What follows belongs to an exercise in optimizing a design on an open flow for small area, a short achievable clock period and few clock cycles; a production flow would make more cautious choices.
At most, simulation tests tie the RTL to the original design; equivalence was not proved.
Only the layout flow was run in run 2; the RTL was not checked for function there.
Power is estimated from default activity; no workload was simulated.

## flow/design.v (module list and top-level ports; edited modules follow where they fit)
// module jtlvi_core: 1038 lines
// module jtlvi_mem: 104 lines
// module jtlvi_add17: 47 lines
module jtlvi_core (
  input             clk,
  input             rst,         
  input             bus_valid,
  input             bus_we,
  input      [7:0]  bus_addr,
  input      [31:0] bus_wdata,
  output reg        rsp_valid,
  output reg [31:0] rsp_rdata,
  output reg        rsp_err,
  output reg        irq
);
  // ...
==> flow/flow/run.sh <==
#!/bin/bash
set -euo pipefail
bash standard.sh SETUP_SLACK_MARGIN=9.0 ABC_CLOCK_PERIOD_IN_PS=4500 finish > standard_flow.log 2>&1
==> flow/standard.sh <==
#!/bin/bash
# synth_recipe.tcl (not shown) runs the flow's synth.tcl, then flattens the netlist and writes it again
# the make line also repeats each setting of config.mk as NAME=value (left out here)
make -C /OpenROAD-flow-scripts/flow DESIGN_CONFIG=/design/flow/config.mk WORK_HOME=/design/flow/orfs CLKGATE_MAP_FILE= SYNTH_SCRIPT=/design/flow/synth_recipe.tcl "${@:-finish}"
==> flow/config.mk <==
export PLATFORM = sky130hd
export DESIGN_NAME = jtlvi_core
export DESIGN_NICKNAME = jtlvi_core
export VERILOG_FILES = /design/flow/design.v
export SDC_FILE = /design/flow/constraint.sdc
export NUM_CORES = 8
export LEC_CHECK = 0
export CAP_MARGIN = 30
export CORE_MARGIN = 2
export CORE_UTILIZATION = 28
export PLACE_DENSITY = 0.45
export SLEW_MARGIN = 30
==> flow/constraint.sdc <==
create_clock -name core_clock -period 14.0 [get_ports {clk}]
set_input_delay 2.8000 -clock core_clock [delete_from_list [all_inputs] [get_ports {clk}]]
set_output_delay 2.8000 -clock core_clock [all_outputs]
set_load 0.01 [all_outputs]
==> summary.txt, run 1 <==
proportion of cell area occupied by multi-input gates: 0.387
final routed DRC violation total: 0
Worst Clk Skew: 0.137 ns
die area: 636000 um2
synthesized area: 176000 um2
register cell area after layout: 93900 um2
clock network fraction of design power: 0.254
tap cell count: 8350
fraction of the mapped netlist area in adder cells: 0.0605
root buf cell: sky130_fd_sc_hd__clkbuf_16
Non-clock buffers, area share: 0.0454
M1 GR Usage: 0.375
class of the tightest hold or removal check: reg2reg
start point of the worst hold path: ew_ckw
result of the run: finished clean
type of origin of the critical path: register
count of pins on the block boundary: 79
number of fill cells in the layout: 63300
maximum clock frequency: 0.193 GHz
area of the multi-input gates: 80400 um2
proportion of layout cells with a drive suffix above 1: 0.155
Final Critical Period: 5.19 ns
iteration-0 DRC count of the detailed router: 25500
count of standard-cell rows: 291
FFs & Latches: 3336
most frequent cell after synthesis: sky130_fd_sc_hd__edfxtp_1
clock transition at the registers of the reported paths: 0.06 ns
maximum fanout count along the critical path: 27
met2 wire len: 380000 um
number of sinks driven by the clock tree: 3336
async set-or-reset flop fraction in the synthesized netlist: 0
GR Util All Layers: 0.281
DP Wirelength: 646000 um
Setup TNS Final: 0 ns
Testbench counts, summed over its fixed seeds: cycles 30,564.
==> module jtlvi_core, before the edit <==
module jtlvi_core (
  input             clk,
  input             rst,         
  input             bus_valid,
  input             bus_we,
  input      [7:0]  bus_addr,
  input      [31:0] bus_wdata,
  output reg        rsp_valid,
  output reg [31:0] rsp_rdata,
  output reg        rsp_err,
  output reg        irq
);
  localparam [31:0] ID_VALUE  = 32'hD40E0100;
  localparam [5:0] R_ID = 6'h00, R_PARAM = 6'h01, R_CTRL = 6'h02, R_STATUS = 6'h03,
                   R_CMD = 6'h04, R_ERRCODE = 6'h05, R_ERRINFO0 = 6'h06,
                   R_ERRINFO1 = 6'h07, R_ERRINFO2 = 6'h08, R_ACC = 6'h09,
                   R_CKFEED = 6'h0A, R_MEMADDR = 6'h0B, R_MEMDATA8 = 6'h0C,
                   R_MEMDATA32 = 6'h0D, R_RESULT0 = 6'h18, R_RESULT1 = 6'h19,
                   R_RESULT2 = 6'h1A;
  localparam [5:0] E_BAD_COMMAND = 6'h01, E_BOUNDS = 6'h02, E_OVERLAP = 6'h03,
                   E_TAG_RANGE = 6'h10, E_TAG_RESERVED = 6'h11, E_VALUE_LENGTH = 6'h12,
                   E_VALUE_BOUNDS = 6'h13, E_VALUE_OVERLAP = 6'h14, E_OVERFLOW = 6'h15,
                   E_DEC_SHORT = 6'h20, E_DEC_MAGIC = 6'h21, E_DEC_CHECKSUM = 6'h22,
                   E_DEC_TRUNC_HEADER = 6'h23, E_DEC_TRUNC_VALUE = 6'h24,
                   E_DEC_CAPACITY = 6'h25;
  localparam [3:0] S_IDLE = 4'd0, S_DISP = 4'd1, S_CS = 4'd2, S_CSW = 4'd3,
                   S_DCK = 4'd4, S_DCHK = 4'd5, S_DW0 = 4'd6, S_DW1 = 4'd7,
                   S_DFIN = 4'd8, S_EV = 4'd9, S_ESZ1 = 4'd10, S_ESZ2 = 4'd11,
                   S_EM = 4'd12, S_CSW1 = 4'd13, S_DCKW = 4'd14, S_CSW2 = 4'd15;
  localparam [3:0] I_HDR = 4'd0, I_D0 = 4'd1, I_D1 = 4'd2, I_V0 = 4'd3, I_V1 = 4'd4,
                   I_V = 4'd5, I_SCAN = 4'd6, I_SNOP = 4'd7, I_SD0 = 4'd8,
                   I_SNOP2 = 4'd9, I_SV0 = 4'd10, I_TAIL = 4'd11, I_NX = 4'd12,
                   I_STOP = 4'd13, I_SC0 = 4'd14;
  localparam [3:0] K_NONE = 4'd0, K_HDR = 4'd1, K_VADDR = 4'd2, K_TV = 4'd3,
                   K_VLVA = 4'd4, K_VAL = 4'd5, K_SCAN = 4'd6, K_TRL = 4'd7,
                   K_PAT = 4'd8, K_ZPAD = 4'd9, K_CKW = 4'd10;
  localparam [3:0] X_HOLD = 4'd0, X_ZERO = 4'd1,
                   X0_CMD = 4'd2, X0_K = 4'd3, X0_A1 = 4'd4, X0_CK = 4'd5, X0_INC = 4'd6,
                   X0_OFF = 4'd7, X0_TOT = 4'd8, X0_EIDX = 4'd9,
                   X2_A1 = 4'd2, X2_T12 = 4'd3, X2_A3 = 4'd4, X2_A6 = 4'd5, X2_RDL = 4'd6,
                   X2_D40E = 4'd7, X2_S = 4'd8, X2_RDA = 4'd9, X2_FLAGS = 4'd10, X2_WL = 4'd11,
                   X2_RDB = 4'd12;
  localparam [4:0] Y_HOLD = 5'd0, Y_ZERO = 5'd1,
                   X1_A0 = 5'd2, X1_A2 = 5'd3, X1_A5 = 5'd4, X1_K = 5'd5, X1_A1 = 5'd6,
                   X1_RDH = 5'd7, X1_CK = 5'd8, X1_DREM = 5'd9, X1_A3 = 5'd10, X1_OFF = 5'd11,
                   X1_RDA = 5'd12, X1_TOT = 5'd13, X1_P = 5'd14, X1_WT = 5'd15, X1_RDB = 5'd16;
  localparam [2:0] W_NONE = 3'd0, W_END0 = 3'd1, W_END1 = 3'd2, W_TH = 3'd3, W_TV = 3'd4,
                   W_CAP = 3'd5;
  reg        ctrl_ie;
  reg        st_busy, st_done, st_busyacc, st_rangeacc;
  reg [31:0] cmd_r;
  reg [5:0]  errcode;
  reg [31:0] x0, x1, x2;
  reg        xv;            
  reg [15:0] acc;
  reg [31:0] mem_addr;
  reg [31:0] a0, a1, a2, a3, a4, a5, a6;
  wire [7:0] opc = cmd_r[7:0];
  reg        op_cs, op_en, op_de;   
  wire       f0  = cmd_r[8];
  wire       f1  = cmd_r[9];
  wire       rsv_ok = (cmd_r[31:10] == 22'd0);
  function [15:0] cstep(input [15:0] a, input [7:0] b);
    cstep = {a[0], a[15:1]} + {8'd0, b};
  endfunction
  reg        pf_v;
  reg [7:0]  pf_b;
  wire [15:0] acc_fed = cstep(acc, pf_b);
  wire [15:0] acc_eff = pf_v ? acc_fed : acc;
  reg [7:0]  ew_a;
  reg [63:0] ew_d;
  reg [3:0]  ew_n;
  reg        ew_wr;         
  reg        ew_ck;         
  reg        ew_ckw;        
  reg [7:0]  cs_b1;
  reg [10:0] cs_p2;
  reg [11:0] cs_p3;
  reg [12:0] cs_p4;
  reg [13:0] cs_p5;
  reg [14:0] cs_p6;
  reg [15:0] cs_p7;
  reg [16:0] cs_p8;
  reg [8:0]  cs_sel;        
  reg        cs_ck;         
  reg        cs_ckw;        
  reg  [3:0]  state;
  reg  [7:0]  pa;
  reg  [4:0]  pw1;           
  reg  [63:0] rd;            
  wire [63:0] win;
  wire [7:0]  wp_a = cs_ckw ? a2[7:0] + 8'd2 : ew_a;
  wire [63:0] wp_d = cs_ckw ? {ck, 48'd0} : ew_d;
  wire [3:0]  wp_n = cs_ckw ? 4'd2 : ew_wr ? ew_n : 4'd0;
  jtlvi_mem u_mem (.clk(clk), .pa(pa), .pw1(pw1), .win(win),
                   .wp_a(wp_a), .wp_d(wp_d), .wp_n(wp_n));
  wire [5:0] widx    = bus_addr[7:2];
  wire       aligned = (bus_addr[1:0] == 2'b00);
  wire       mapped  = (widx <= R_MEMDATA32) || (widx >= 6'h10 && widx <= 6'h16) ||
                       (widx >= R_RESULT0 && widx <= R_RESULT2);
  wire bw = bus_valid && bus_we && !rst;
  wire br = bus_valid && !bus_we && !rst;
  wire wr_ctrl    = bw && (bus_addr == 8'h08);
  wire wr_status  = bw && (bus_addr == 8'h0C);
  wire wr_cmd     = bw && (bus_addr == 8'h10);
  wire wr_acc     = bw && (bus_addr == 8'h24);
  wire wr_ckfeed  = bw && (bus_addr == 8'h28);
  wire wr_memaddr = bw && (bus_addr == 8'h2C);
  wire wr_md8     = bw && (bus_addr == 8'h30);
  wire wr_md32    = bw && (bus_addr == 8'h34);
  wire rd_md8     = br && (bus_addr == 8'h30);
  wire rd_md32    = br && (bus_addr == 8'h34);
  wire [6:0] wr_arg;
  assign wr_arg[0] = bw && (bus_addr == 8'h40);
  assign wr_arg[1] = bw && (bus_addr == 8'h44);
  assign wr_arg[2] = bw && (bus_addr == 8'h48);
  assign wr_arg[3] = bw && (bus_addr == 8'h4C);
  assign wr_arg[4] = bw && (bus_addr == 8'h50);
  assign wr_arg[5] = bw && (bus_addr == 8'h54);
  assign wr_arg[6] = bw && (bus_addr == 8'h58);
  wire wr_gated = wr_cmd || wr_acc || wr_ckfeed || wr_memaddr || wr_md8 || wr_md32 ||
                  (wr_arg != 7'd0);
  wire ma_hi0  = (mem_addr[31:8] == 24'd0);
  wire m8_inr  = ma_hi0;
  wire m32_inr = ma_hi0 && !(mem_addr[7:2] == 6'h3F && mem_addr[1:0] != 2'd0);
  wire srst = wr_ctrl && bus_wdata[1];
  wire errz = (errcode == 6'd0);
  wire m8_ok  = !st_busy && m8_inr;
  wire m32_ok = !st_busy && m32_inr;
  wire [31:0] mdata8  = {24'd0, win[63:56] & {8{m8_ok}}};
  wire [31:0] mdata32 = win[63:32] & {32{m32_ok}};
  wire xres = errz && !st_busy && xv;
  reg [31:0] rg0, rg1, rg2, rg3, rg4, rg5, rg6, rdata;
  always @* begin
    case (bus_addr[3:2])
      2'd0: rg0 = ID_VALUE;
      2'd1: rg0 = 32'd8;
      2'd2: rg0 = {31'd0, ctrl_ie};
      default: rg0 = {27'd0, st_rangeacc, st_busyacc, !errz, st_done, st_busy};
    endcase
    case (bus_addr[3:2])
      2'd0: rg1 = cmd_r;
      2'd1: rg1 = {26'd0, errcode};
      2'd2: rg1 = errz ? 32'd0 : x0;
      default: rg1 = errz ? 32'd0 : x1;
    endcase
    case (bus_addr[3:2])
      2'd0: rg2 = errz ? 32'd0 : x2;
      2'd1: rg2 = {16'd0, acc_eff};
      2'd2: rg2 = 32'd0;
      default: rg2 = mem_addr;
    endcase
    case (bus_addr[3:2])
      2'd0: rg3 = mdata8;
      2'd1: rg3 = mdata32;
      default: rg3 = 32'd0;
    endcase
    case (bus_addr[3:2])
      2'd0: rg4 = a0;
      2'd1: rg4 = a1;
      2'd2: rg4 = a2;
      default: rg4 = a3;
    endcase
    case (bus_addr[3:2])
      2'd0: rg5 = a4;
      2'd1: rg5 = a5;
      2'd2: rg5 = a6;
      default: rg5 = 32'd0;
    endcase
    case (bus_addr[3:2])
      2'd0: rg6 = xres ? x0 : 32'd0;
      2'd1: rg6 = xres ? x1 : 32'd0;
      2'd2: rg6 = xres ? x2 : 32'd0;
      default: rg6 = 32'd0;
    endcase
    case (bus_addr[7:4])
      4'h0: rdata = rg0;
      4'h1: rdata = rg1;
      4'h2: rdata = rg2;
      4'h3: rdata = rg3;
      4'h4: rdata = rg4;
      4'h5: rdata = rg5;
      4'h6: rdata = rg6;
      default: rdata = 32'd0;
    endcase
  end
  always @(posedge clk) begin
    if (rst) begin
      rsp_valid <= 1'b0;
      rsp_rdata <= 32'd0;
      rsp_err   <= 1'b0;
    end else begin
      rsp_valid <= bus_valid;
      rsp_err   <= bus_valid && !(aligned && mapped);
      rsp_rdata <= (br && aligned) ? rdata : 32'd0;
    end
  end
  function le256(input [31:0] v);
    le256 = (v[31:9] == 23'd0) && !(v[8] && (v[7:0] != 8'd0));
  endfunction
  function inb(input [31:0] b, input lz, input lle, input [8:0] l9);
    inb = lz || (le256(b) && lle && ({1'b0, b[8:0]} + {1'b0, l9} <= 10'd256));
  endfunction
  function ovl(input [8:0] b1, input lz1, input [8:0] l1, input [8:0] b2, input lz2, input [8:0] l2);
    ovl = !lz1 && !lz2 && ({1'b0, b1} < {1'b0, b2} + {1'b0, l2}) &&
          ({1'b0, b2} < {1'b0, b1} + {1'b0, l1});
  endfunction
  wire a1z = (a1 == 32'd0), a3z = (a3 == 32'd0), a6z = (a6 == 32'd0);
  wire a1t_le = (a1[31:5] == 27'd0) && (a1[4:0] <= 5'd21);
  wire a3t_le = (a3[31:5] == 27'd0) && (a3[4:0] <= 5'd21);
  wire [8:0] a1t = {a1[4:0], 3'b000} + {1'b0, a1[4:0], 2'b00};
  wire [8:0] a3t = {a3[4:0], 3'b000} + {1'b0, a3[4:0], 2'b00};
  reg c_a0a1, c_a0t1, c_a2a3, c_a2t3, c_a5a6, c_oe1, c_oe2, c_od, c_lt4;
  always @(posedge clk) begin
    c_a0a1 <= !inb(a0, a1z, le256(a1), a1[8:0]);
    c_a0t1 <= !inb(a0, a1z, a1t_le, a1t);
    c_a2a3 <= !inb(a2, a3z, le256(a3), a3[8:0]);
    c_a2t3 <= !inb(a2, a3z, a3t_le, a3t);
    c_a5a6 <= !inb(a5, a6z, le256(a6), a6[8:0]);
    c_oe1  <= ovl(a0[8:0], a1z, a1t, a2[8:0], a3z, a3[8:0]);
    c_oe2  <= ovl(a5[8:0], a6z, a6[8:0], a2[8:0], a3z, a3[8:0]);
    c_od   <= ovl(a0[8:0], a1z, a1[8:0], a2[8:0], a3z, a3t);
    c_lt4  <= (a1 < 32'd4);
  end
  wire [31:0] tx = opc[0] ? a3 : a1;
  wire [32:0] t12s = {1'b0, tx[28:0], 3'b000} + {1'b0, tx[29:0], 2'b00};
  wire [31:0] t12 = ((tx[31:29] != 3'd0) || t12s[32]) ? 32'hFFFFFFFF : t12s[31:0];
  reg [15:0] ck;
  reg [8:0]  cnt;           
  reg        first;         
  reg [8:0]  off;           
  reg [8:0]  rem;           
  reg [8:0]  sbase;         
  reg [23:0] prv;           
  reg        wk_act;        
  reg [2:0]  wk_ev;         
  reg [31:0] wtl;           
  reg [8:0]  hp;            
  reg [5:0]  jrec;
  reg [8:0]  hlen;
  reg [1:0]  wc;            
  reg [4:0]  eidx;          
  reg [5:0]  wrem;          
  reg [5:0]  ev_err;        
  reg [12:0] elen;
  reg        vlz, vlle;
  reg [8:0]  vl9;
  reg        et;            
  reg [12:0] em;            
  reg [3:0]  iph;
  reg [3:0]  rk, rkd;       
  reg [3:0]  rkn, rknd;     
  reg [7:0]  wa;            
  reg [7:0]  dp;            
  reg [4:0]  rcnt;          
  reg [7:0]  iva;           
  reg [8:0]  ivr;           
  reg [8:0]  crem;          
  reg [8:0]  prem;          
  reg [8:0]  pwr;           
  reg [7:0]  pra;           
  reg        a6r;           
  reg        tflag;         
  reg [4:0]  si;
  reg [7:0]  sa;
  reg [4:0]  cs_idx;
  reg [7:0]  cs_d;
  reg        found, have_last;
  reg [20:0] best, last;
  reg [15:0] btag;          
  reg [15:0] tc0, tc1, tc2, tc3, tc4, tc5, tc6, tc7;
  reg [2:0]  tr0, tr1, tr2, tr3, tr4, tr5, tr6, tr7;
  reg        tcm;           
  reg [2:0]  nq;            
  reg [15:0] ns_tag;        
  reg [7:0]  ns_d;
  reg [7:0]  bd;
  wire [16:0] y1 = {1'b0, ck} + {8'd0, cs_b1, 1'b0};
  wire [16:0] y2 = {1'b0, ck} + {6'd0, cs_p2};
  wire [16:0] y3 = {1'b0, ck} + {5'd0, cs_p3};
  wire [16:0] y4 = {1'b0, ck} + {4'd0, cs_p4};
  wire [16:0] y5 = {1'b0, ck} + {3'd0, cs_p5};
  wire [16:0] y6 = {1'b0, ck} + {2'd0, cs_p6};
  wire [16:0] y7 = {1'b0, ck} + {1'd0, cs_p7};
  wire [17:0] y8 = {2'b0, ck} + {1'b0, cs_p8};
  wire g1 = y1[1] ^ y1[16], g2 = y2[2] ^ y2[16], g3 = y3[3] ^ y3[16], g4 = y4[4] ^ y4[16];
  wire g5 = y5[5] ^ y5[16], g6 = y6[6] ^ y6[16];
  wire c1 = ck[0];
  wire k1 = c1;                         
  wire k2 = c1 & g1;
  wire k3 = c1 & g1 & g2;
  wire k4 = c1 & g1 & g2 & g3;
  wire k5 = c1 & g1 & g2 & g3 & g4;
  wire k6 = c1 & g1 & g2 & g3 & g4 & g5;
  wire k7 = c1 & g1 & g2 & g3 & g4 & g5 & g6;
  wire c2 = y1[1] ^ (y1[16] & k1);
  wire c3 = y2[2] ^ (y2[16] & k2);
  wire c4 = y3[3] ^ (y3[16] & k3);
  wire c5 = y4[4] ^ (y4[16] & k4);
  wire c6 = y5[5] ^ (y5[16] & k5);
  wire c7 = y6[6] ^ (y6[16] & k6);
  wire c8 = y7[7] ^ (y7[16] & k7);
  wire       t1 = y1[16] ^ c1;
  wire [1:0] t2 = {1'b0, y2[16]} + {c2, c1};
  wire [2:0] t3 = {2'b0, y3[16]} + {c3, c2, c1};
  wire [3:0] t4 = {3'b0, y4[16]} + {c4, c3, c2, c1};
  wire [4:0] t5 = {4'b0, y5[16]} + {c5, c4, c3, c2, c1};
  wire [5:0] t6 = {5'b0, y6[16]} + {c6, c5, c4, c3, c2, c1};
  wire [6:0] t7 = {6'b0, y7[16]} + {c7, c6, c5, c4, c3, c2, c1};
  wire [7:0] t8 = {6'b0, y8[17:16]} + {c8, c7, c6, c5, c4, c3, c2, c1};
  reg  [15:0] ck_nx;
  always @*
    ck_nx = ({16{cs_sel[1]}} & {t1, y1[15:1]}) | ({16{cs_sel[2]}} & {t2, y2[15:2]}) |
            ({16{cs_sel[3]}} & {t3, y3[15:3]}) | ({16{cs_sel[4]}} & {t4, y4[15:4]}) |
            ({16{cs_sel[5]}} & {t5, y5[15:5]}) | ({16{cs_sel[6]}} & {t6, y6[15:6]}) |
            ({16{cs_sel[7]}} & {t7, y7[15:7]}) | ({16{cs_sel[8]}} & {t8, y8[15:8]}) |
            ({16{cs_sel[0]}} & ck);
  wire [3:0]  sn8 = (cnt >= 9'd8) ? 4'd8 : {1'b0, cnt[2:0]};
  wire [3:0]  sn4 = (cnt >= 9'd4) ? 4'd4 : {1'b0, cnt[2:0]};
  wire        slast8 = (cnt <= 9'd8);
  wire        slast4 = (cnt <= 9'd4);
  wire [3:0]  vn = (crem >= 9'd8) ? 4'd8 : {1'b0, crem[2:0]};
  wire [20:0] skey = {rd[47:32], cs_idx};
  wire        scond = (!have_last || skey > last) && (!found || skey < best);
  wire [20:0] best_nx = scond ? skey : best;
  reg  [63:0] em_d;
  reg  [3:0]  em_n;
  always @* begin
    em_d = 64'd0;
    em_n = 4'd0;
    case (rkd)
      K_HDR:  begin em_d = {32'hD40E0000, 32'd0}; em_n = 4'd4; end
      K_TV:   begin em_d = {rd[47:32], rd[15:0], 32'd0}; em_n = 4'd4; end
      K_VLVA: begin em_d = {btag, rd[47:32], 32'd0}; em_n = 4'd4; end
      K_VAL:  begin em_d = rd; em_n = vn; end
      K_TRL:  begin em_d = {32'hFFFF0000, 32'd0}; em_n = 4'd4; end
      K_PAT:  begin
        em_n = rknd;
        if (a6[8:0] == 9'd1)      em_d = {8{rd[63:56]}};
        else if (a6[8:0] == 9'd2) em_d = {4{rd[63:48]}};
        else if (a6[8:0] == 9'd4) em_d = {2{rd[63:32]}};
        else                      em_d = rd;
      end
      K_ZPAD: begin em_d = 64'd0; em_n = rknd; end
      default: ;
    endcase
  end
  wire [3:0] prem8 = (prem >= 9'd8) ? 4'd8 : {1'b0, prem[2:0]};
  wire [3:0] pwr8  = (pwr >= 9'd8) ? 4'd8 : {1'b0, pwr[2:0]};
  wire [3:0] pcap  = a6r ? 4'd8 : pwr8;
  wire [3:0] pn    = (prem8 < pcap) ? prem8 : pcap;
  wire        a4nz  = (a4 != 32'd0);
  wire        a4big = (a4[31:13] != 19'd0);
  wire        enc_t = f1 || (a4nz && (a4big || (elen < a4[12:0])));
  wire        usep  = a4nz && (a4big || (em < a4[12:0]));
  wire [31:0] enc_tot = usep ? a4 : {19'd0, em};
  wire        enc_ovf = usep ? (a4 > a3) : ({19'd0, em} > a3);
  wire [8:0]  enc_p = usep ? (a4[8:0] - em[8:0]) : 9'd0;
  wire [8:0]  drem  = rem;                       
  wire        d_end = (rem == 9'd0);
  wire        d_th  = (rem < 9'd4);
  wire [8:0]  drem4 = drem - 9'd4;
  wire        d_cap = (a3 == {26'd0, x0[5:0]});
  wire [55:0] wwin = {prv, rd[63:32]};
  reg  [31:0] hdr;
  always @*
    case (off[1:0])
      2'd1: hdr = wwin[55:24];
      2'd2: hdr = wwin[47:16];
      2'd3: hdr = wwin[39:8];
      default: hdr = wwin[31:0];
    endcase
  wire        h_due = wk_act && (off <= sbase);
  wire        h_tv  = ({7'd0, drem4} < hdr[15:0]);
  wire [31:0] wA = rd[63:32], wB = rd[31:0];
  wire        bval = (wrem >= 6'd2);
  wire [5:0]  tag_err_A = (wA[31:16] != 16'd0) ? E_TAG_RANGE :
                          (wA[15:0] == 16'hFFFF) ? E_TAG_RESERVED : 6'd0;
  wire [5:0]  tag_err_B = (wB[31:16] != 16'd0) ? E_TAG_RANGE :
                          (wB[15:0] == 16'hFFFF) ? E_TAG_RESERVED : 6'd0;
  wire [5:0]  len_err_A = (wA[31:16] != 16'd0) ? E_VALUE_LENGTH : 6'd0;
  wire [5:0]  len_err_B = (wB[31:16] != 16'd0) ? E_VALUE_LENGTH : 6'd0;
  wire        lzA = (wA == 32'd0), lleA = le256(wA);
  wire [5:0]  adr_err_A = !inb(wA, vlz, vlle, vl9) ? E_VALUE_BOUNDS :
                          ovl(wA[8:0], vlz, vl9, a2[8:0], a3z, a3[8:0]) ? E_VALUE_OVERLAP : 6'd0;
  wire [5:0]  adr_err_B = !inb(wB, lzA, lleA, wA[8:0]) ? E_VALUE_BOUNDS :
                          ovl(wB[8:0], lzA, wA[8:0], a2[8:0], a3z, a3[8:0]) ? E_VALUE_OVERLAP : 6'd0;
  wire [5:0]  errA = (wc == 2'd0) ? tag_err_A : (wc == 2'd1) ? len_err_A : adr_err_A;
  wire [4:0]  tqn_i = (wc == 2'd0) ? eidx : eidx + 5'd1;
  wire        tqn_v = ((wc == 2'd0) || (wc == 2'd2 && bval)) && (tqn_i[4:3] == 2'd0);
  reg         tq_v;
  reg  [15:0] tin;
  reg  [2:0]  tin_i;
  wire [7:0]  tgt = {tc7 > tin, tc6 > tin, tc5 > tin, tc4 > tin,
                     tc3 > tin, tc2 > tin, tc1 > tin, tc0 > tin};
  wire [7:0]  tlt = (8'd1 << tin_i) - 8'd1;            
  wire [7:0]  tinc = tgt & tlt;
  wire [7:0]  tle  = ~tgt & tlt;
  wire [2:0]  trank = tle[0] + tle[1] + tle[2] + tle[3] + tle[4] + tle[5] + tle[6];
  wire [7:0]  tvalid = (a1[4:0] >= 5'd8) ? 8'hFF : ((8'd1 << a1[2:0]) - 8'd1);
  wire [7:0]  qsel = tvalid & {tr7 == nq, tr6 == nq, tr5 == nq, tr4 == nq,
                               tr3 == nq, tr2 == nq, tr1 == nq, tr0 == nq};
  wire [15:0] qtag = ({16{qsel[0]}} & tc0) | ({16{qsel[1]}} & tc1) | ({16{qsel[2]}} & tc2) |
                     ({16{qsel[3]}} & tc3) | ({16{qsel[4]}} & tc4) | ({16{qsel[5]}} & tc5) |
                     ({16{qsel[6]}} & tc6) | ({16{qsel[7]}} & tc7);
  wire [6:0]  q12 = ({7{qsel[1]}} & 7'd12) | ({7{qsel[2]}} & 7'd24) | ({7{qsel[3]}} & 7'd36) |
                    ({7{qsel[4]}} & 7'd48) | ({7{qsel[5]}} & 7'd60) | ({7{qsel[6]}} & 7'd72) |
                    ({7{qsel[7]}} & 7'd84);
  wire [5:0]  errB = !bval ? 6'd0 : (wc == 2'd0) ? len_err_B : (wc == 2'd1) ? adr_err_B : tag_err_B;
  reg        ie_n, done_n;  
  reg        hw_w, hw_4;    
  reg [7:0]  pa_n;          
  reg [4:0]  pw1_n;         
  reg        pe;            
  reg [3:0]  xs0, xs2;      
  reg [4:0]  xs1;           
  reg [2:0]  kv0;           
  reg        kv1;           
  reg        sb;            
  reg [4:0]  xe;            
  reg [63:0] st_d;          
  reg [3:0]  st_n;
  reg        st_wr, st_ck, st_ckw;
  reg [7:0]  st_a;
  wire [16:0] sp2, sp3, sp4, sp5, sp6, sp7, sp8, sq34, sq56, sq78, sq57, sq58;
  jtlvi_add17 u_s2  (.x({8'd0, ew_d[63:56], 1'b0}), .y({7'd0, ew_d[55:48], 2'b00}), .s(sp2));
  jtlvi_add17 u_s34 (.x({6'd0, ew_d[47:40], 3'b000}), .y({5'd0, ew_d[39:32], 4'b0000}), .s(sq34));
  jtlvi_add17 u_s56 (.x({4'd0, ew_d[31:24], 5'd0}), .y({3'd0, ew_d[23:16], 6'd0}), .s(sq56));
  jtlvi_add17 u_s78 (.x({2'd0, ew_d[15:8], 7'd0}), .y({1'd0, ew_d[7:0], 8'd0}), .s(sq78));
  jtlvi_add17 u_s57 (.x(sq56), .y({2'd0, ew_d[15:8], 7'd0}), .s(sq57));
  jtlvi_add17 u_s58 (.x(sq56), .y(sq78), .s(sq58));
  jtlvi_add17 u_s3  (.x(sp2), .y({6'd0, ew_d[47:40], 3'b000}), .s(sp3));
  jtlvi_add17 u_s4  (.x(sp2), .y(sq34), .s(sp4));
  jtlvi_add17 u_s5  (.x(sp4), .y({4'd0, ew_d[31:24], 5'd0}), .s(sp5));
  jtlvi_add17 u_s6  (.x(sp4), .y(sq56), .s(sp6));
  jtlvi_add17 u_s7  (.x(sp4), .y(sq57), .s(sp7));
  jtlvi_add17 u_s8  (.x(sp4), .y(sq58), .s(sp8));
  always @(posedge clk) begin
    ie_n = ctrl_ie; done_n = st_done;
    pa_n = pa;
    pw1_n = pw1; pe = 1'b0;
    xs0 = X_HOLD; xs1 = X_HOLD; xs2 = X_HOLD;
    kv0 = 3'd0; kv1 = 1'b0; sb = 1'b0; xe = 5'd0;
    st_d = 64'd0; st_n = 4'd0; st_wr = 1'b0; st_ck = 1'b0; st_ckw = 1'b0; st_a = wa;
    hw_w = 1'b0; hw_4 = 1'b0;
      if (pf_v) acc <= acc_fed;
      pf_v <= 1'b0;
      if (wr_ctrl) ie_n = bus_wdata[0];
      if (wr_status) begin
        if (bus_wdata[1]) done_n = 1'b0;
        if (bus_wdata[3]) st_busyacc  <= 1'b0;
        if (bus_wdata[4]) st_rangeacc <= 1'b0;
      end
      if (st_busy && (wr_gated || rd_md8 || rd_md32)) st_busyacc <= 1'b1;
      if (!st_busy) begin
        if (wr_cmd) begin
          cmd_r   <= bus_wdata;
          op_cs   <= (bus_wdata[7:0] == 8'h01) && (bus_wdata[31:10] == 22'd0) && !bus_wdata[9];
          op_en   <= (bus_wdata[7:0] == 8'h02) && (bus_wdata[31:10] == 22'd0);
          op_de   <= (bus_wdata[7:0] == 8'h03) && (bus_wdata[31:8] == 24'd0);
          done_n  = 1'b0;
          errcode <= 6'd0;
          st_busy <= 1'b1;
          state   <= S_DISP;
          setpa(a0[7:0]);
        end
        if (wr_acc)    acc <= bus_wdata[15:0];
        if (wr_ckfeed) begin pf_v <= 1'b1; pf_b <= bus_wdata[7:0]; end
        if (wr_memaddr) begin
          mem_addr <= bus_wdata;
          setpa(bus_wdata[7:0]);
        end
        if (wr_md8 || rd_md8) begin
          if (m8_inr) begin
            mem_addr <= {23'd0, mem_addr[8:0] + 9'd1};
            setpa(mem_addr[7:0] + 8'd1);
          end else st_rangeacc <= 1'b1;
        end
        if (wr_md32 || rd_md32) begin
          if (m32_inr) begin
            mem_addr <= {23'd0, mem_addr[8:0] + 9'd4};
            setpa(mem_addr[7:0] + 8'd4);
          end else st_rangeacc <= 1'b1;
        end
        if (wr_md8 && m8_inr) begin
          hw_w = 1'b1; hw_4 = 1'b0;
        end
        if (wr_md32 && m32_inr) begin
          hw_w = 1'b1; hw_4 = 1'b1;
        end
        if (wr_arg[0]) a0 <= bus_wdata;
        if (wr_arg[1]) a1 <= bus_wdata;
        if (wr_arg[2]) a2 <= bus_wdata;
        if (wr_arg[3]) a3 <= bus_wdata;
        if (wr_arg[4]) a4 <= bus_wdata;
        if (wr_arg[5]) a5 <= bus_wdata;
        if (wr_arg[6]) a6 <= bus_wdata;
      end
      rd   <= win;
      rkd  <= rk;
      rknd <= rkn;
      case (state)
        S_IDLE: ;
        S_DISP: begin
          xs0 = X_ZERO; xs1 = X_ZERO; xs2 = X_ZERO;
          setpe(pa + 8'd8);
          if (op_cs) begin
            if (c_a0a1) begin
              kv0 = 3'd1; fail(E_BOUNDS, X0_K, X1_A0, X2_A1);
            end else begin
              cnt   <= a1[8:0];
              state <= a1z ? S_CSW : S_CS;    
            end
          end else if (op_en) begin
            if (c_a0t1) begin
              kv0 = 3'd2; fail(E_BOUNDS, X0_K, X1_A0, X2_T12);
            end else if (c_a2a3) begin
              kv0 = 3'd3; fail(E_BOUNDS, X0_K, X1_A2, X2_A3);
            end else if (c_a5a6) begin
              kv0 = 3'd4; fail(E_BOUNDS, X0_K, X1_A5, X2_A6);
            end else if (c_oe1) begin
              kv0 = 3'd2; fail(E_OVERLAP, X0_K, X1_K, X_ZERO);
            end else if (c_oe2) begin
              kv0 = 3'd4; fail(E_OVERLAP, X0_K, X1_K, X_ZERO);
            end else begin
              wc     <= 2'd0;
              eidx   <= 5'd0;
              wrem   <= {1'b0, a1[4:0]} + {a1[4:0], 1'b0};    
              ev_err <= 6'd0;
              elen   <= 13'd4;
              state  <= a1z ? S_ESZ1 : S_EV;
            end
          end else if (op_de) begin
            setpe(pa + 8'd4);
            if (c_a0a1) begin
              kv0 = 3'd6; fail(E_BOUNDS, X0_K, X1_A0, X2_A1);
            end else if (c_a2t3) begin
              kv0 = 3'd7; fail(E_BOUNDS, X0_K, X1_A2, X2_T12);
            end else if (c_od) begin
              kv0 = 3'd6; kv1 = 1'b1; fail(E_OVERLAP, X0_K, X1_K, X_ZERO);
            end else if (c_lt4)
              fail(E_DEC_SHORT, X0_A1, X_ZERO, X_ZERO);
            else begin
              cnt   <= a1[8:0];
              first <= 1'b1;
              off   <= 9'd4;
              rem   <= a1[8:0] - 9'd4;
              sbase <= 9'd0;
              wk_act <= 1'b1;
              wk_ev <= W_NONE;
              state <= S_DCK;
            end
          end else begin
            fail(E_BAD_COMMAND, X0_CMD, X_ZERO, X_ZERO);
          end
        end
        S_CS: begin
          cnt  <= cnt - {5'd0, sn8};
          setpe(pa + 8'd8);
          st_d = rd; st_n = sn8; st_ck = 1'b1;
          if (slast8) state <= S_CSW1;
        end
        S_CSW1: state <= S_CSW2;
        S_CSW2: state <= S_CSW;
        S_CSW: begin
          acc <= ck;
          xs0 = X0_CK; xs1 = X1_A1;
          finish();
        end
        S_DCK: begin
          first <= 1'b0;
          if (first) begin
            xs1 = X1_RDH;                        
            xs2 = X2_RDL;                        
          end
          cnt <= cnt - {5'd0, sn4};
          st_d = {first ? {rd[63:48], 16'd0} : rd[63:32], 32'd0}; st_n = sn4; st_ck = 1'b1;
          sbase <= sbase + 9'd4;
          prv   <= rd[55:32];
          if (h_due) begin
            if (d_end) begin
              wk_act <= 1'b0; wk_ev <= W_END0;
            end else if (d_th) begin
              wk_act <= 1'b0; wk_ev <= W_TH;
            end else if (hdr[31:16] == 16'hFFFF) begin
              wk_act <= 1'b0; wk_ev <= W_END1;
            end else if (h_tv) begin
              wk_act <= 1'b0; wk_ev <= W_TV; wtl <= hdr;
            end else if (d_cap) begin
              wk_act <= 1'b0; wk_ev <= W_CAP;
            end else begin
              xs0 = X0_INC;
              off <= off + 9'd4 + hdr[8:0];
              rem <= rem - 9'd4 - hdr[8:0];
            end
          end
          if (slast4) begin
            setpe(a0[7:0] + 8'd4);
            state <= S_DCKW;
          end else
            setpe(pa + 8'd4);
        end
        S_DCKW: begin
          first <= 1'b1;                         
          if (first) state <= S_DCHK;
        end
        S_DCHK: begin
          if (x1[15:0] != 16'hD40E)
            fail(E_DEC_MAGIC, X_ZERO, X_HOLD, X2_D40E);
          else if (ck != x2[15:0])
            fail(E_DEC_CHECKSUM, X_ZERO, X1_CK, X_HOLD);
          else if (wk_act ? !d_end : (wk_ev == W_TH))
            fail(E_DEC_TRUNC_HEADER, X0_OFF, X1_DREM, X_ZERO);
          else if (!wk_act && wk_ev == W_TV)
            fail(E_DEC_TRUNC_VALUE, X0_OFF, X1_WT, X2_WL);
          else if (!wk_act && wk_ev == W_CAP)
            fail(E_DEC_CAPACITY, X0_OFF, X1_A3, X_ZERO);
          else
            end_pass0(!wk_act && wk_ev == W_END1);
        end
        S_DW0: begin
          st_d = {16'd0, rd[63:48], 16'd0, rd[47:32]}; st_n = 4'd8; st_wr = 1'b1;
          hlen  <= rd[40:32];
          pa_n  = hp[7:0] + rd[39:32];
          pw1_n = (hp[7:0] + 8'd8 + rd[39:32]) >> 3; pe = 1'b0;
          state <= S_DW1;
        end
        S_DW1: begin
          st_d = {23'd0, hp, 32'd0}; st_n = 4'd4; st_wr = 1'b1;
          hp   <= hp + 9'd4 + hlen;
          jrec <= jrec + 6'd1;
          state <= (jrec + 6'd1 == x0[5:0]) ? S_DFIN : S_DW0;
        end
        S_DFIN: begin
          acc <= ck;
          finish();
        end
        S_EV: begin
          if (ev_err != 6'd0)
            fail(ev_err, X_HOLD, X_HOLD, X_HOLD);
          else begin
            setpe(pa + 8'd8);
            wrem <= wrem - 6'd2;
            ev_err <= (errA != 6'd0) ? errA : errB;
            xe = (errA != 6'd0 || wc != 2'd2) ? eidx : eidx + 5'd1;
            xs0 = X0_EIDX;
            case (wc)
              2'd0: begin                        
                xs1 = X1_RDA;
                xs2 = (errA != 6'd0) ? X_ZERO : X2_RDB;
                vlz  <= (wB == 32'd0);
                vlle <= le256(wB);
                vl9  <= wB[8:0];
                wc   <= 2'd2;
              end
              2'd1: begin                        
                xs2 = (errA != 6'd0) ? X2_RDA : X2_RDB;
                vlz  <= lzA;
                vlle <= lleA;
                vl9  <= wA[8:0];
                if (bval) begin
                  elen <= elen + 13'd4 + {4'd0, wA[8:0]};
                  eidx <= eidx + 5'd1;
                end
                wc   <= 2'd0;
              end
              default: begin                     
                xs1 = (errA != 6'd0) ? X_HOLD : X1_RDB;
                xs2 = (errA != 6'd0) ? X2_RDA : X_ZERO;
                elen <= elen + 13'd4 + {4'd0, vl9};
                eidx <= eidx + 5'd1;
                wc   <= 2'd1;
              end
            endcase
            if (wrem <= 6'd2) state <= S_ESZ1;
          end
        end
        S_ESZ1: begin
          if (ev_err != 6'd0)
            fail(ev_err, X_HOLD, X_HOLD, X_HOLD);
          else begin
            et    <= enc_t;
            em    <= elen + (enc_t ? 13'd4 : 13'd0);
            state <= S_ESZ2;
          end
        end
        S_ESZ2: begin
          if (enc_ovf)
            fail(E_OVERFLOW, X_ZERO, X1_TOT, X2_A3);
          else begin
            xs0 = X0_TOT; xs1 = X1_P; xs2 = X2_FLAGS;
            wa    <= a2[7:0];
            iph   <= I_HDR;
            rk    <= K_NONE;
            rkd   <= K_NONE;
            rcnt  <= 5'd0;
            dp    <= a0[7:0];
            have_last <= 1'b0;
            tcm   <= f0 && (a1[4:0] <= 5'd8);
            nq    <= 3'd0;
            tflag <= et;
            prem  <= enc_p;
            pwr   <= a6[8:0];
            pra   <= a5[7:0];
            a6r   <= a6z || (a6[8:0] == 9'd1) || (a6[8:0] == 9'd2) || (a6[8:0] == 9'd4);
            si    <= 5'd0;
            sa    <= a0[7:0];
            state <= S_EM;
          end
        end
        S_EM: begin
          ns_tag <= qtag;
          ns_d   <= a0[7:0] + {1'b0, q12};
          case (rkd)
            K_TV:   crem <= rd[8:0];
            K_VLVA: crem <= rd[40:32];
            K_VAL:  crem <= crem - {5'd0, vn};
            K_SCAN: begin
              if (scond) begin
                best  <= skey;
                bd    <= cs_d;
                found <= 1'b1;
              end
            end
            default: ;
          endcase
          if (rkd == K_SCAN) begin
            cs_idx <= cs_idx + 5'd1;
            cs_d   <= cs_d + 8'd12;
          end else begin
            cs_idx <= 5'd0;
            cs_d   <= a0[7:0];
            found  <= 1'b0;
          end
          if (rkd == K_CKW) begin
            st_ckw = 1'b1;
          end else begin
            st_d = em_d; st_n = em_n; st_wr = 1'b1; st_ck = 1'b1;
          end
          if (cs_ckw) begin
            acc <= ck;
            finish();
          end
          rk  <= K_NONE;
          rkn <= 4'd0;
          case (iph)
            I_HDR: begin
              rk  <= K_HDR;
              iph <= a1z ? I_TAIL : !f0 ? I_D0 : tcm ? I_SC0 : I_SCAN;
            end
            I_D0: begin setpe(dp + 8'd8); rk <= K_VADDR; iph <= I_D1; end
            I_D1: begin setpe(dp);        rk <= K_TV;    iph <= I_V0; end
            I_V0: begin
              setpe(rd[39:32]);
              rk  <= K_VAL;
              iva <= rd[39:32] + 8'd8;
              iph <= I_V1;
            end
            I_V1: begin
              if (rd[8:0] > 9'd8) begin
                setpe(iva);
                rk  <= K_VAL;
                iva <= iva + 8'd8;
                ivr <= rd[8:0] - 9'd16;
                iph <= (rd[8:0] > 9'd16) ? I_V : I_NX;
              end else
                start_next();
            end
            I_V: begin
              setpe(iva);
              rk  <= K_VAL;
              iva <= iva + 8'd8;
              ivr <= ivr - 9'd8;
              if (ivr <= 9'd8) iph <= I_NX;
            end
            I_NX: start_next();
            I_SCAN: begin
              setpe(sa);
              rk <= K_SCAN;
              sa <= sa + 8'd12;
              si <= si + 5'd1;
              if (si + 5'd1 == a1[4:0]) iph <= I_SNOP;
            end
            I_SNOP: iph <= I_SD0;
            I_SD0: begin
              pa_n  = scond ? (cs_d + 8'd4) : (bd + 8'd4);
              pw1_n = scond ? ((cs_d + 8'd12) >> 3) : ((bd + 8'd12) >> 3); pe = 1'b0;
              rk <= K_VLVA;
              btag <= best_nx[20:5];
              last <= best_nx;
              have_last <= 1'b1;
              iph <= I_SNOP2;
            end
            I_SNOP2: iph <= I_SV0;
            I_SC0: sorted_cached();
            I_SV0: begin
              if (rd[40:32] != 9'd0) begin
                setpe(rd[7:0]);
                rk  <= K_VAL;
                iva <= rd[7:0] + 8'd8;
                ivr <= rd[40:32] - 9'd8;
                iph <= (rd[40:32] > 9'd8) ? I_V : I_NX;
              end else
                start_next();
            end
            I_TAIL: tail_issue();
            default: ;
          endcase
        end
        default: state <= S_IDLE;
      endcase
    tq_v  <= (state == S_EV) && (ev_err == 6'd0) && tqn_v;
    tin   <= (wc == 2'd0) ? wA[15:0] : wB[15:0];
    tin_i <= tqn_i[2:0];
    if (tq_v) begin
      if (tinc[0]) tr0 <= tr0 + 3'd1;
      if (tinc[1]) tr1 <= tr1 + 3'd1;
      if (tinc[2]) tr2 <= tr2 + 3'd1;
      if (tinc[3]) tr3 <= tr3 + 3'd1;
      if (tinc[4]) tr4 <= tr4 + 3'd1;
      if (tinc[5]) tr5 <= tr5 + 3'd1;
      if (tinc[6]) tr6 <= tr6 + 3'd1;
      case (tin_i)
        3'd0: begin tc0 <= tin; tr0 <= trank; end
        3'd1: begin tc1 <= tin; tr1 <= trank; end
        3'd2: begin tc2 <= tin; tr2 <= trank; end
        3'd3: begin tc3 <= tin; tr3 <= trank; end
        3'd4: begin tc4 <= tin; tr4 <= trank; end
        3'd5: begin tc5 <= tin; tr5 <= trank; end
        3'd6: begin tc6 <= tin; tr6 <= trank; end
        default: begin tc7 <= tin; tr7 <= trank; end
      endcase
    end
    if (rst || srst) begin
      ie_n        = 1'b0;
      st_busy     <= 1'b0;
      done_n      = 1'b0;
      st_busyacc  <= 1'b0;
      st_rangeacc <= 1'b0;
      cmd_r       <= 32'd0;
      errcode     <= 6'd0;
      xv          <= 1'b0;
      acc         <= 16'd0;
      pf_v        <= 1'b0;
      mem_addr    <= 32'd0;
      a0 <= 32'd0; a1 <= 32'd0; a2 <= 32'd0; a3 <= 32'd0;
      a4 <= 32'd0; a5 <= 32'd0; a6 <= 32'd0;
      state       <= S_IDLE;
      setpa(8'd0);
    end
    ctrl_ie <= ie_n;
    st_done <= done_n;
    irq     <= ie_n & done_n;
    pa  <= pa_n;
    pw1 <= pe ? pa_n[7:3] + 5'd1 : pw1_n;
    if (hw_w) begin
      ew_a   <= mem_addr[7:0];
      ew_d   <= hw_4 ? {bus_wdata, 32'd0} : {bus_wdata[7:0], 56'd0};
      ew_n   <= hw_4 ? 4'd4 : 4'd1;
      ew_wr  <= 1'b1;
      ew_ck  <= 1'b0;
      ew_ckw <= 1'b0;
    end else begin
      ew_a   <= st_a;
      ew_d   <= st_d;
      ew_n   <= st_n;
      ew_wr  <= st_wr;
      ew_ck  <= st_ck;
      ew_ckw <= st_ckw;
    end
    cs_b1  <= ew_d[63:56];
    cs_p2  <= sp2;
    cs_p3  <= sp3;
    cs_p4  <= sp4;
    cs_p5  <= sp5;
    cs_p6  <= sp6;
    cs_p7  <= sp7;
    cs_p8  <= sp8;
    cs_sel <= 9'd1 << ew_n;
    cs_ck  <= ew_ck;
    cs_ckw <= ew_ckw;
    if (st_wr) wa <= wa + {4'd0, st_n};
    if (cs_ck) ck <= ck_nx;
    if (state == S_DISP) ck <= (op_cs && f0) ? acc : 16'd0;
    if (state == S_ESZ2) ck <= 16'd0;
    case (xs0)
      X_ZERO:  x0 <= 32'd0;
      X0_CMD:  x0 <= cmd_r;
      X0_K:    x0 <= {29'd0, kv0};
      X0_A1:   x0 <= a1;
      X0_CK:   x0 <= {16'd0, ck};
      X0_INC:  x0 <= x0 + 32'd1;
      X0_OFF:  x0 <= {23'd0, off};
      X0_TOT:  x0 <= enc_tot;
      X0_EIDX: x0 <= {27'd0, xe};
      default: ;
    endcase
    case (xs1)
      X_ZERO:  x1 <= 32'd0;
      X1_A0:   x1 <= a0;
      X1_A2:   x1 <= a2;
      X1_A5:   x1 <= a5;
      X1_K:    x1 <= kv1 ? 32'd7 : 32'd3;
      X1_A1:   x1 <= a1;
      X1_RDH:  x1 <= {16'd0, rd[63:48]};
      X1_CK:   x1 <= {16'd0, ck};
      X1_DREM: x1 <= {23'd0, drem};
      X1_A3:   x1 <= a3;
      X1_OFF:  x1 <= {23'd0, off};
      X1_RDA:  x1 <= wA;
      X1_TOT:  x1 <= enc_tot;
      X1_P:    x1 <= {23'd0, enc_p};
      X1_WT:   x1 <= {16'd0, wtl[31:16]};
      X1_RDB:  x1 <= wB;
      default: ;
    endcase
    case (xs2)
      X_ZERO:   x2 <= 32'd0;
      X2_A1:    x2 <= a1;
      X2_T12:   x2 <= t12;
      X2_A3:    x2 <= a3;
      X2_A6:    x2 <= a6;
      X2_RDL:   x2 <= {16'd0, rd[47:32]};
      X2_D40E:  x2 <= 32'h0000D40E;
      X2_S:     x2 <= {31'd0, sb};
      X2_RDA:   x2 <= wA;
      X2_FLAGS: x2 <= {30'd0, et & !f1, et};
      X2_WL:    x2 <= {16'd0, wtl[15:0]};
      X2_RDB:   x2 <= wB;
      default: ;
    endcase
  end
  task fail(input [5:0] code, input [3:0] s0, input [4:0] s1, input [3:0] s2);
    begin
      errcode <= code;
      xs0     = s0;
      xs1     = s1;
      xs2     = s2;
      finish();
    end
  endtask
  task setpa(input [7:0] x);
    begin
      pa_n  = x;
      pw1_n = x[7:3] + 5'd1;
      pe    = 1'b0;
    end
  endtask
  task setpe(input [7:0] x);
    begin
      pa_n  = x;
      pe    = 1'b1;
    end
  endtask
  task finish;
    begin
      xv      <= 1'b1;
      st_busy <= 1'b0;
      done_n  = 1'b1;
      state   <= S_IDLE;
      setpe(mem_addr[7:0]);
    end
  endtask
  task end_pass0(input s);
    begin
      xs1 = X1_OFF;
      xs2 = X2_S;
      sb  = s;
      if (x0[5:0] == 6'd0) begin
        acc <= ck;
        finish();
      end else begin
        hp    <= a0[8:0] + 9'd8;
        jrec  <= 6'd0;
        wa    <= a2[7:0];
        state <= S_DW0;
      end
    end
  endtask
  task start_next;
    begin
      if (rcnt + 5'd1 == a1[4:0]) begin
        iph <= I_TAIL;
        tail_issue();
      end else begin
        rcnt <= rcnt + 5'd1;
        if (f0 && tcm)
          sorted_cached();
        else if (f0) begin
          setpe(a0[7:0]);
          rk  <= K_SCAN;
          sa  <= a0[7:0] + 8'd12;
          si  <= 5'd1;
          iph <= I_SCAN;
        end else begin
          setpe(dp + 8'd20);
          rk  <= K_VADDR;
          dp  <= dp + 8'd12;
          iph <= I_D1;
        end
      end
    end
  endtask
  task sorted_cached;
    begin
      setpe(ns_d + 8'd4);
      rk   <= K_VLVA;
      btag <= ns_tag;
      nq   <= nq + 3'd1;
      iph  <= I_SNOP2;
    end
  endtask
  task tail_issue;
    begin
      if (tflag) begin
        rk    <= K_TRL;
        tflag <= 1'b0;
      end else if (prem == 9'd0) begin
        rk  <= K_CKW;
        iph <= I_STOP;
      end else begin
        rk   <= a6z ? K_ZPAD : K_PAT;
        setpe(pra);
        rkn  <= pn;
        prem <= prem - {5'd0, pn};
        if (!a6r) begin
          if (pwr == {5'd0, pn}) begin
            pwr <= a6[8:0];
            pra <= a5[7:0];
          end else begin
            pwr <= pwr - {5'd0, pn};
            pra <= pra + {4'd0, pn};
          end
        end
      end
    end
  endtask
endmodule
==> run 2: changes to the inputs <==
--- a/flow/design.v
+++ b/flow/design.v
@@ -100,24 +100,27 @@
                        (widx >= R_RESULT0 && widx <= R_RESULT2);
   wire bw = bus_valid && bus_we && !rst;
   wire br = bus_valid && !bus_we && !rst;
-  wire wr_ctrl    = bw && (bus_addr == 8'h08);
-  wire wr_status  = bw && (bus_addr == 8'h0C);
-  wire wr_cmd     = bw && (bus_addr == 8'h10);
-  wire wr_acc     = bw && (bus_addr == 8'h24);
-  wire wr_ckfeed  = bw && (bus_addr == 8'h28);
-  wire wr_memaddr = bw && (bus_addr == 8'h2C);
-  wire wr_md8     = bw && (bus_addr == 8'h30);
-  wire wr_md32    = bw && (bus_addr == 8'h34);
-  wire rd_md8     = br && (bus_addr == 8'h30);
-  wire rd_md32    = br && (bus_addr == 8'h34);
+  wire [7:0] ahi = 8'd1 << bus_addr[6:4];
+  wire       ah7 = !bus_addr[7];
+  wire [3:0] alo = (bus_addr[1:0] == 2'b00) ? (4'd1 << bus_addr[3:2]) : 4'd0;
+  wire wr_ctrl    = bw && ah7 && ahi[0] && alo[2];
+  wire wr_status  = bw && ah7 && ahi[0] && alo[3];
+  wire wr_cmd     = bw && ah7 && ahi[1] && alo[0];
+  wire wr_acc     = bw && ah7 && ahi[2] && alo[1];
+  wire wr_ckfeed  = bw && ah7 && ahi[2] && alo[2];
+  wire wr_memaddr = bw && ah7 && ahi[2] && alo[3];
+  wire wr_md8     = bw && ah7 && ahi[3] && alo[0];
+  wire wr_md32    = bw && ah7 && ahi[3] && alo[1];
+  wire rd_md8     = br && ah7 && ahi[3] && alo[0];
+  wire rd_md32    = br && ah7 && ahi[3] && alo[1];
   wire [6:0] wr_arg;
-  assign wr_arg[0] = bw && (bus_addr == 8'h40);
-  assign wr_arg[1] = bw && (bus_addr == 8'h44);
-  assign wr_arg[2] = bw && (bus_addr == 8'h48);
-  assign wr_arg[3] = bw && (bus_addr == 8'h4C);
-  assign wr_arg[4] = bw && (bus_addr == 8'h50);
-  assign wr_arg[5] = bw && (bus_addr == 8'h54);
-  assign wr_arg[6] = bw && (bus_addr == 8'h58);
+  assign wr_arg[0] = bw && ah7 && ahi[4] && alo[0];
+  assign wr_arg[1] = bw && ah7 && ahi[4] && alo[1];
+  assign wr_arg[2] = bw && ah7 && ahi[4] && alo[2];
+  assign wr_arg[3] = bw && ah7 && ahi[4] && alo[3];
+  assign wr_arg[4] = bw && ah7 && ahi[5] && alo[0];
+  assign wr_arg[5] = bw && ah7 && ahi[5] && alo[1];
+  assign wr_arg[6] = bw && ah7 && ahi[5] && alo[2];
   wire wr_gated = wr_cmd || wr_acc || wr_ckfeed || wr_memaddr || wr_md8 || wr_md32 ||
                   (wr_arg != 7'd0);
   wire ma_hi0  = (mem_addr[31:8] == 24'd0);
@@ -150,11 +153,7 @@
       2'd2: rg2 = 32'd0;
       default: rg2 = mem_addr;
     endcase
-    case (bus_addr[3:2])
-      2'd0: rg3 = mdata8;
-      2'd1: rg3 = mdata32;
-      default: rg3 = 32'd0;
-    endcase
+    rg3 = 32'd0;
     case (bus_addr[3:2])
       2'd0: rg4 = a0;
       2'd1: rg4 = a1;
@@ -192,7 +191,8 @@
     end else begin
       rsp_valid <= bus_valid;
       rsp_err   <= bus_valid && !(aligned && mapped);
-      rsp_rdata <= (br && aligned) ? rdata : 32'd0;
+      rsp_rdata <= (br && aligned) ? (rdata | ({32{ah7 && ahi[3] && alo[0]}} & mdata8) |
+                                          ({32{ah7 && ahi[3] && alo[1]}} & mdata32)) : 32'd0;
     end
   end
   function le256(input [31:0] v);
@@ -211,7 +211,9 @@
   wire [8:0] a1t = {a1[4:0], 3'b000} + {1'b0, a1[4:0], 2'b00};
   wire [8:0] a3t = {a3[4:0], 3'b000} + {1'b0, a3[4:0], 2'b00};
   reg c_a0a1, c_a0t1, c_a2a3, c_a2t3, c_a5a6, c_oe1, c_oe2, c_od, c_lt4;
+  reg [9:0] a23;            
   always @(posedge clk) begin
+    a23    <= {1'b0, a2[8:0]} + {1'b0, a3[8:0]};
     c_a0a1 <= !inb(a0, a1z, le256(a1), a1[8:0]);
     c_a0t1 <= !inb(a0, a1z, a1t_le, a1t);
     c_a2a3 <= !inb(a2, a3z, le256(a3), a3[8:0]);
@@ -242,6 +244,7 @@
   reg [4:0]  eidx;          
   reg [5:0]  wrem;          
   reg [5:0]  ev_err;        
+  reg [4:0]  ev_idx;        
   reg [12:0] elen;
   reg        vlz, vlle;
   reg [8:0]  vl9;
@@ -381,10 +384,13 @@
   wire [5:0]  len_err_A = (wA[31:16] != 16'd0) ? E_VALUE_LENGTH : 6'd0;
   wire [5:0]  len_err_B = (wB[31:16] != 16'd0) ? E_VALUE_LENGTH : 6'd0;
   wire        lzA = (wA == 32'd0), lleA = le256(wA);
+  function ovl_out(input [8:0] b1, input lz1, input [8:0] l1);
+    ovl_out = !lz1 && !a3z && ({1'b0, b1} < a23) && ({1'b0, a2[8:0]} < {1'b0, b1} + {1'b0, l1});
+  endfunction
   wire [5:0]  adr_err_A = !inb(wA, vlz, vlle, vl9) ? E_VALUE_BOUNDS :
-                          ovl(wA[8:0], vlz, vl9, a2[8:0], a3z, a3[8:0]) ? E_VALUE_OVERLAP : 6'd0;
+                          ovl_out(wA[8:0], vlz, vl9) ? E_VALUE_OVERLAP : 6'd0;
   wire [5:0]  adr_err_B = !inb(wB, lzA, lleA, wA[8:0]) ? E_VALUE_BOUNDS :
-                          ovl(wB[8:0], lzA, wA[8:0], a2[8:0], a3z, a3[8:0]) ? E_VALUE_OVERLAP : 6'd0;
+                          ovl_out(wB[8:0], lzA, wA[8:0]) ? E_VALUE_OVERLAP : 6'd0;
   wire [5:0]  errA = (wc == 2'd0) ? tag_err_A : (wc == 2'd1) ? len_err_A : adr_err_A;
   wire [4:0]  tqn_i = (wc == 2'd0) ? eidx : eidx + 5'd1;
   wire        tqn_v = ((wc == 2'd0) || (wc == 2'd2 && bval)) && (tqn_i[4:3] == 2'd0);
@@ -636,14 +642,15 @@
           finish();
         end
         S_EV: begin
-          if (ev_err != 6'd0)
-            fail(ev_err, X_HOLD, X_HOLD, X_HOLD);
+          if (ev_err != 6'd0) begin
+            xe = ev_idx;
+            fail(ev_err, X0_EIDX, X_HOLD, X_HOLD);
+          end
           else begin
             setpe(pa + 8'd8);
             wrem <= wrem - 6'd2;
             ev_err <= (errA != 6'd0) ? errA : errB;
-            xe = (errA != 6'd0 || wc != 2'd2) ? eidx : eidx + 5'd1;
-            xs0 = X0_EIDX;
+            ev_idx <= (errA != 6'd0 || wc != 2'd2) ? eidx : eidx + 5'd1;
             case (wc)
               2'd0: begin                        
                 xs1 = X1_RDA;
@@ -676,8 +683,10 @@
           end
         end
         S_ESZ1: begin
-          if (ev_err != 6'd0)
-            fail(ev_err, X_HOLD, X_HOLD, X_HOLD);
+          if (ev_err != 6'd0) begin
+            xe = ev_idx;
+            fail(ev_err, X0_EIDX, X_HOLD, X_HOLD);
+          end
           else begin
             et    <= enc_t;
             em    <= elen + (enc_t ? 13'd4 : 13'd0);
@@ -751,7 +760,7 @@
             I_D0: begin setpe(dp + 8'd8); rk <= K_VADDR; iph <= I_D1; end
             I_D1: begin setpe(dp);        rk <= K_TV;    iph <= I_V0; end
             I_V0: begin
-              setpe(rd[39:32]);
+              setpa(rd[39:32]);
               rk  <= K_VAL;
               iva <= rd[39:32] + 8'd8;
               iph <= I_V1;
@@ -795,7 +804,7 @@
             I_SC0: sorted_cached();
             I_SV0: begin
               if (rd[40:32] != 9'd0) begin
-                setpe(rd[7:0]);
+                setpa(rd[7:0]);
                 rk  <= K_VAL;
                 iva <= rd[7:0] + 8'd8;
                 ivr <= rd[40:32] - 9'd8;
--- a/flow/config.mk
+++ b/flow/config.mk
@@ -7,6 +7,6 @@
 export LEC_CHECK = 0
 export CAP_MARGIN = 30
 export CORE_MARGIN = 2
-export CORE_UTILIZATION = 28
-export PLACE_DENSITY = 0.45
+export CORE_UTILIZATION = 40
+export PLACE_DENSITY = 0.6
 export SLEW_MARGIN = 30
==> summary.txt, run 2 <==
pin count of the biggest net entering global routing: 174 (was 89)
element type at the critical path end: register (unchanged)
flop and latch count out of synthesis: 3351 (was 3336)
commonest cells after routing, fill and taps aside: 2695 x sky130_fd_sc_hd__edfxtp_1, 1770 x sky130_fd_sc_hd__nand2_1, 1151 x sky130_fd_sc_hd__a21oi_1 (was 2690 x sky130_fd_sc_hd__edfxtp_1, 1706 x sky130_fd_sc_hd__nand2_1, 1122 x sky130_fd_sc_hd__a21oi_1)
root buf cell: sky130_fd_sc_hd__clkbuf_16 (unchanged)
proportion of layout cells with a drive suffix above 1: 0.139 (was 0.155)
area of the placeable core: 437000 um2 (was 627000 um2)
Max H-tree Level: 5 (unchanged)
number of global-route vias before repair: 138000 (was 141000)
Syn Nets: 16900 (was 17100)
iteration-0 DRC count of the detailed router: 25700 (was 25500)
worst endpoint data arrival time: 5.97 ns (was 6.16 ns)
per-instance average area after synthesis: 10.9 um2 (was 10.8 um2)
type of origin of the critical path: register (unchanged)
Setup WS post-layout: 8.80 ns (was 8.81 ns)
worst setup path class: reg2reg (unchanged)
count of pins on the block boundary: 79 (unchanged)
number of failing hold endpoints at the final stage: 0 (unchanged)
via density per instance: 6.73 (was 6.06)
worst IR drop on VDD: 0.105 mV (was 0.133 mV)
share of synthesized area occupied by flip-flops and latches: 0.536 (was 0.532)
die area: 444000 um2 (was 636000 um2)
GR Util All Layers: 0.355 (was 0.281)
result of the run: finished clean (unchanged)
count of standard-cell rows: 243 (was 291)
wire length of the first global-routing pass: 1120000 um (was 1250000 um)
pin slew with the least headroom to its limit: 1.18 ns (was 1.25 ns)
async set-or-reset flop fraction in the synthesized netlist: 0 (unchanged)
clock transition at the registers of the reported paths: 0.07 ns (was 0.06 ns)
number of CTS-inserted buffers: 362 (was 371)
final core area utilization: 0.460 (was 0.331)
Syn-to-layout area delta: 14.6% (was 18.0%)
area of all placed cells without fillers: 201000 um2 (was 208000 um2)
number of sinks driven by the clock tree: 3351 (was 3336)
Max Buffers Root-to-Sink: 4 (unchanged)
Worst-Skew Late Latency: 1.03 ns (was 1.09 ns)
mean routed wirelength per cell: 36.9 um (was 37.1 um)
die span in y: 666 um (was 797 um)
routed vias: 150000 (was 153000)
Max Slew Vio Count: 0 (unchanged)
ys flop type: sky130_fd_sc_hd__edfxtp_1 (unchanged)
overflow left after global routing: 0 (unchanged)
Final Critical Period: 5.20 ns (was 5.19 ns)
Slew Limit Headroom: 0.208 (was 0.169)
total number of yosys warnings: 2 (unchanged)
Total Routed Length: 823000 um (was 936000 um)
critical path data required time: 14.77 ns (was 14.97 ns)
count of flip-flops with a built-in enable after synthesis: 2695 (was 2690)
Total Nets Final: 17000 (was 17400)
antenna violation net count after detailed routing: 0 (unchanged)
total setup violations reported at the end of the flow: 0 (unchanged)
cell count after synthesis: 16100 (was 16300)
number of antenna violations at the first check in global routing: 84 (was 108)
DP Wirelength: 565000 um (was 646000 um)
number of search-and-repair iterations in the first detailed-routing pass: 13 (unchanged)
# hold bufs at CTS: 0 (unchanged)
most common library cell in the layout ignoring fill and taps: sky130_fd_sc_hd__edfxtp_1 (unchanged)
cell type with the largest total area after synthesis: sky130_fd_sc_hd__edfxtp_1 (unchanged)
class of the tightest hold or removal check: reg2reg (unchanged)
most frequent cell after synthesis: sky130_fd_sc_hd__edfxtp_1 (unchanged)
Max-cap violations: 0 (unchanged)
leading cell types by count after synthesis: 2695 x sky130_fd_sc_hd__edfxtp_1, 1789 x sky130_fd_sc_hd__nand2_1, 1233 x sky130_fd_sc_hd__a21oi_1 (was 2690 x sky130_fd_sc_hd__edfxtp_1, 1735 x sky130_fd_sc_hd__nand2_1, 1208 x sky130_fd_sc_hd__a21oi_1)
area fraction of the dominant cell type after synthesis: 0.461 (was 0.458)
clock tree from TritonCTS: done (unchanged)
Cell Area, Placed: 185000 um2 (was 191000 um2)
leading cell types by total area after synthesis: sky130_fd_sc_hd__edfxtp_1 46%, sky130_fd_sc_hd__dfxtp_1 7.5%, sky130_fd_sc_hd__ha_1 5.5% (was sky130_fd_sc_hd__edfxtp_1 46%, sky130_fd_sc_hd__dfxtp_1 7.3%, sky130_fd_sc_hd__ha_1 5.5%)
Static Leakage: 70.4 nW (was 71.6 nW)
maximum fanout count along the critical path: 17 (was 27)
Worst Clk Skew: 0.101 ns (was 0.137 ns)
power per unit of standard cell area: 104 nW/um2 (was 190 nW/um2)
Worst Setup Slack post-DPL: 6.85 ns (was 6.46 ns)
final routed DRC violation total: 0 (unchanged)
worst hold slack after final layout: 0.333 ns (was 0.325 ns)
final clock period utilization by the worst path: 0.371 (was 0.370)
die extent in x: 666 um (was 797 um)
distinct cell type count after synthesis: 123 (was 98)
Setup TNS Final: 0 ns (unchanged)
setup repair after global routing missed its margin: yes (unchanged)
maximum clock frequency: 0.192 GHz (was 0.193 GHz)
number of port buffers: 78 (unchanged)
synthesized area: 175000 um2 (was 176000 um2)
GPL Wtd Cong: 1.03 (was 0.988)
Initial Util: 0.401 (was 0.281)
## run 2: layout make-up
| class | count | area (um2) |
|---|---|---|
| Clock buffer | 459 | 9710 |
| Timing Repair Buffer | 857 | 7490 |
| Antenna cell | 50 | 125 |
| Inverter | 440 | 1690 |
| Tap cell | 5757 | 7200 |
| Clock inverter | 202 | 2070 |
| Multi-Input combinational cell | 11200 | 78500 |
| Sequential cell | 3351 | 94200 |
| Fill cell | 40200 | 236000 |
## run 2: cell families (layout without fill, tap and decap cells)
group           after synthesis  count (layout)  share of synthesized area
xor+xnor                    646             646                     0.0323
mux                         415             415                     0.0291
buf+inv                    1569            1958                     0.0359
fa+ha+maj                   830             830                     0.0614
other cells                   1              51                  0.0000214
compound gates             4863            4865                      0.191
simple gates               4396            4403                      0.114
flops                      3351            3351                      0.536
## run 2: routing by layer
layer / global-route usage / share of wire
met1: 0.436 / 0.35
met2: 0.513 / 0.42
met3: 0.119 / 0.14
met4: 0.272 / 0.094
met5: 0 / 0.00031
## run 2: metrics by stage
step	std cells	power, mW
after detailed placement	21400	11.3
final	22300	21.0
after global placement	21400	11.3
after CTS	22100	20.9
after global routing	22200	21.3
after floorplan	16100	11.1
## run 2: worst max-delay path, stage by stage (launching register included)
cell and delay, ns:
sky130_fd_sc_hd__edfxtp_1 0.61, sky130_fd_sc_hd__xor2_1 0.25, sky130_fd_sc_hd__nor4_1 0.73, sky130_fd_sc_hd__nand4_1 0.70, sky130_fd_sc_hd__nand2b_1 0.53, sky130_fd_sc_hd__nor2_2 0.17, sky130_fd_sc_hd__buf_4 0.32, sky130_fd_sc_hd__o22ai_1 0.26
sky130_fd_sc_hd__and2_1 0.29, sky130_fd_sc_hd__and3b_1 0.33, sky130_fd_sc_hd__a221oi_2 0.59, sky130_fd_sc_hd__nand2_1 0.11
## run 2: what timing repair did
item                                    in CTS  in global routing
pin swaps                                   40                 61
endpoints found under the setup margin    3711               1548
resized for setup                          329                263
buffers inserted                            54                 75
gates cloned                                 8                  5
hold endpoints to repair                     0                  0
## run 2: final timing paths
| path | end | startpoint | slack, ns | cells after the start |
|---|---|---|---|---|
| max reg2reg | x1[1] | x2[14] | 8.80 | 11 |
| max | x1[1] | x2[14] | 8.80 | 11 |
| min | cs_ckw | ew_ckw | 0.33 | 0 |
| min reg2reg | cs_ckw | ew_ckw | 0.33 | 0 |
## run 2: power breakdown
part / switching [mW] / total (mW) / internal [mW] / leakage (nW)
combinational: 0.380 / 0.529 / 0.149 / 34.6
sequential: 0.0217 / 10.6 / 10.6 / 30.1
clock: 4.30 / 9.79 / 5.49 / 5.73
total: 4.70 / 21.0 / 16.3 / 70.4

static timing again, ports no longer ideal:
In the flow no input, the clock included, has a driving cell. The finished layouts below were timed again as built, in two steps.
Step 1, drivers: a clkbuf_16 drives clk and a buf_2 each remaining input, both assumed.
Step 2, shift: input delay + t, output delay - t, t = (earliest + latest rising clock arrival at the registers) / 2. This alone moves slack from input paths to output paths.
Slacks: no drivers / after step 1 / after step 2; pairs: no drivers / after step 1.
run	t, ns	slack for setup (ns)	hold WS [ns]	clock arrival spread, ns
run 1	1.149	8.814 / 8.776 / 7.627	0.325 / 0.325 / 0.325	0.138 / 0.138
run 2	1.101	8.802 / 8.802 / 7.899	0.333 / 0.333 / 0.333	0.105 / 0.105
After both steps setup and hold are still met in every run listed. The setup slack of run 1, which loses most, moves by -0.038 ns with the drivers and by -1.187 ns with both steps.
